Source: an optimization exercise on an open RTL-to-GDS flow (aim: small area, a short achievable clock period and few clock cycles per item). Production flows keep margins and buffers that such runs may drop.
The RTL was checked by simulation tests, not by an equivalence proof against the original design.
Power is estimated from default activity; no workload was simulated.

Design cbus_rx, start of the top module:
module cbus_rx (
    input  wire       clk,
    input  wire       rst,           
    input  wire       cfg_valid,
    input  wire [7:0] cfg_addr,
    input  wire       cfg_domain,    
    output wire       map_fault,
    input  wire       short_form,    
    input  wire       in_valid,
    input  wire [7:0] in_data,
    input  wire       in_last,
    output wire       in_ready,
    output wire       out_valid,
    input  wire       out_ready,
    output wire [2:0] out_type,
    output wire [7:0] out_ack_char,
    output wire       out_monitored,
    output wire       out_ok,
    output wire       out_domain,
    output wire [7:0] out_csum,
    output wire [5:0] out_len,
    output wire [3:0] out_nsubs,
    output wire [7:0] out_id,
    output wire [7:0] out_group,
    output wire [7:0] out_param,
    output wire       out_has_param
);
    localparam [7:0] CH_CR          = 8'h0D;
    localparam [7:0] CH_LF          = 8'h0A;
    localparam [7:0] CH_STX         = 8'h5C;
    localparam [7:0] CH_ACK         = 8'h2E;
    localparam [7:0] CH_NAK         = 8'h23;
    localparam [7:0] CH_NAK_CORRUPT = 8'h24;
    localparam [7:0] CH_NAK_NOCLOCK = 8'h25;
    localparam [7:0] CH_NAK_TOOLONG = 8'h27;
    localparam [2:0] T_ACK          = 3'd0;
    localparam [2:0] T_NAK          = 3'd1;
    localparam [2:0] T_NAK_CORRUPT  = 3'd2;
    localparam [2:0] T_NAK_NOCLOCK  = 3'd3;
    localparam [2:0] T_NAK_TOOLONG  = 3'd4;
    localparam [2:0] T_FRAME        = 3'd5;
    localparam [2:0] T_SUB          = 3'd6;
    localparam [2:0] P_IDLE = 3'd0;
    localparam [2:0] P_STX  = 3'd1;
    localparam [2:0] P_ACKP = 3'd2;
    localparam [2:0] P_HIGH = 3'd3;
    localparam [2:0] P_LOW  = 3'd4;
    localparam [2:0] P_CR   = 3'd5;    
    localparam [3:0] W_CODE  = 4'd0;   
    localparam [3:0] W_SKA   = 4'd1;   
    localparam [3:0] W_SKB   = 4'd2;   
    localparam [3:0] W_ROUTE = 4'd3;   
  ...
==> flow/config.mk <==
export PLATFORM = sky130hd
export DESIGN_NAME = cbus_rx
export DESIGN_NICKNAME = cbus_rx
export VERILOG_FILES = /design/flow/design.v
export SDC_FILE = /design/flow/constraint.sdc
export NUM_CORES = 4
export LEC_CHECK = 0
export CAP_MARGIN = 20
export CORE_MARGIN = 2
export CORE_UTILIZATION = 40
export SLEW_MARGIN = 20
==> flow/constraint.sdc <==
create_clock -name core_clock -period 10.0 [get_ports {clk}]
set_input_delay 2.0000 -clock core_clock [delete_from_list [all_inputs] [get_ports {clk}]]
set_output_delay 2.0000 -clock core_clock [all_outputs]
set_load 0.01 [all_outputs]
standard.sh (not shown) runs the stock make flow with config.mk's settings and CLKGATE_MAP_FILE= SYNTH_SCRIPT=/design/flow/synth_recipe.tcl, a recipe that flattens the netlist after the stock synthesis.
==> flow/flow/run.sh <==
#!/bin/bash
set -euo pipefail
bash standard.sh SETUP_SLACK_MARGIN=6.3 \
    "BUFFER_PORTS_ARGS=-buffer_cell sky130_fd_sc_hd__buf_4" \
    MATCH_CELL_FOOTPRINT=0 \
    finish > flow_make.log 2>&1
Testbench counts at the start, summed over its fixed seeds: cycles 55,225, chars 54,986.
==> next run, changes <==
==> flow/run.sh (new file) <==
#!/bin/bash
# synth_recipe.tcl (not shown) runs the flow's synth.tcl, then flattens the netlist and writes it again
# the make line also repeats each setting of config.mk as NAME=value (left out here)
make -C /OpenROAD-flow-scripts/flow DESIGN_CONFIG=/design/flow/config.mk WORK_HOME=/design/flow/orfs CLKGATE_MAP_FILE= SYNTH_SCRIPT=/design/flow/synth_recipe.tcl finish
Settings changed: SETUP_SLACK_MARGIN from default to 5.
removed: flow/flow/run.sh
removed: flow/standard.sh
What happened: Die area stays the same; worst setup slack loses 0.61 ns; clock-buffer cell count goes down by 8; maximum frequency went down by about 13%; total power shrinks by 1.4%; register-to-register slack gets worse by 1.0 ns; sequential share of layout area rises by 2.0 points; cell count goes down by 2.4%; final area fell by about 4%.

========
Another version of the RTL of cbus_rx (not shown whole).
For scale: about 4,500 cells after synthesis, about 930 flip-flops.
Design cbus_rx, start of the top module:
module cbus_rx (
    input  wire       clk,
    input  wire       rst,           
    input  wire       cfg_valid,
    input  wire [7:0] cfg_addr,
    input  wire       cfg_domain,    
    output reg        map_fault,
    input  wire       short_form,    
    input  wire       in_valid,
    input  wire [7:0] in_data,
    input  wire       in_last,
    output reg        in_ready,
    output reg        out_valid,
    input  wire       out_ready,
    output reg  [2:0] out_type,
    output reg  [7:0] out_ack_char,
    output reg        out_monitored,
    output reg        out_ok,
    output reg        out_domain,
    output reg  [7:0] out_csum,
    output reg  [5:0] out_len,
    output reg  [3:0] out_nsubs,
    output reg  [7:0] out_id,
    output reg  [7:0] out_group,
    output reg  [7:0] out_param,
    output reg        out_has_param
);
    localparam [7:0] CH_CR          = 8'h0D;
  ...
clock: 10.0 ns
lec_check: 0
abc_clock_period_in_ps: 4000
cap_margin: 20
core_margin: 2
core_utilization: 40
setup_slack_margin: 5
slew_margin: 20
run.sh (not shown) runs the stock make flow with config.mk's settings and CLKGATE_MAP_FILE= SYNTH_SCRIPT=/design/flow/synth_recipe.tcl, a recipe that flattens the netlist after the stock synthesis.
Stock flow here: none of the scripts above is used.
Testbench counts at the start, summed over its fixed seeds: cycles 55,220, chars 54,986.
Edit:
--- a/flow/config.mk
+++ b/flow/config.mk
@@ -8 +7,0 @@
-export ABC_CLOCK_PERIOD_IN_PS = 4000
Effect: Die area is unchanged. Clock power hardly moves. Cell area stays the same. Cell count does not change. Critical path depth is unchanged. Routed wire length does not change. Via count is unchanged. Setup slack stays the same. Utilization does not change. Global-route usage is unchanged. Synthesized area is unchanged.
Edit:
--- a/flow/config.mk
+++ b/flow/config.mk
@@ -11 +10,0 @@
-export SETUP_SLACK_MARGIN = 5
After rerunning:
- The new run completed without violations
- first-iteration DRC count went up by 6.6%
- total power went down by 0.79%
- design area went down by 2.4%
- wire length went down by 2.5%
- clock skew went down by 16 ps
- non-clock buffer count went down by 57
- via count went down by 1.9%
- fmax went down by 25%
- setup slack degrades by 1600 ps
- area after synthesis does not change
- clock power stays flat

[port drivers added, routing unchanged]
The flow's constraints put no driver on any port. The routed layouts listed below were extracted and timed again, unchanged, in two steps. Step 1, drivers: a clkbuf_16 drives clk and a buf_2 each remaining input, both assumed. Step 2 also shifts input and output timing later by t, the mid clock arrival at the registers, as if the neighbouring blocks saw the same clock. Slacks: no drivers / after step 1 / after step 2; pairs: no drivers / after step 1.
| run | shift t [ns] | setup WS [ns] | slew at the worst register clock pin (ns) | pins driven straight from the clock port |
|---|---|---|---|---|
| the first run of note 1 | 0.735 | 5.783 / 5.714 / 5.424 | 0.06 / 0.06 | 1 |
| the second run of note 1 | 0.734 | 5.172 / 5.104 / 4.519 | 0.06 / 0.06 | 1 |
| the first run of note 2 | 0.750 | 5.020 / 5.064 / 4.317 | 0.07 / 0.07 | 1 |
| the second run of note 2 | 0.750 | 5.020 / 5.064 / 4.317 | 0.07 / 0.07 | 1 |
| the third run of note 2 | 0.754 | 3.394 / 3.400 / 2.646 | 0.07 / 0.07 | 1 |
After both steps every run listed still meets setup and hold. The setup slack of the third run of note 2, which loses most, moves by +0.006 ns with the drivers and by -0.748 ns with both steps.
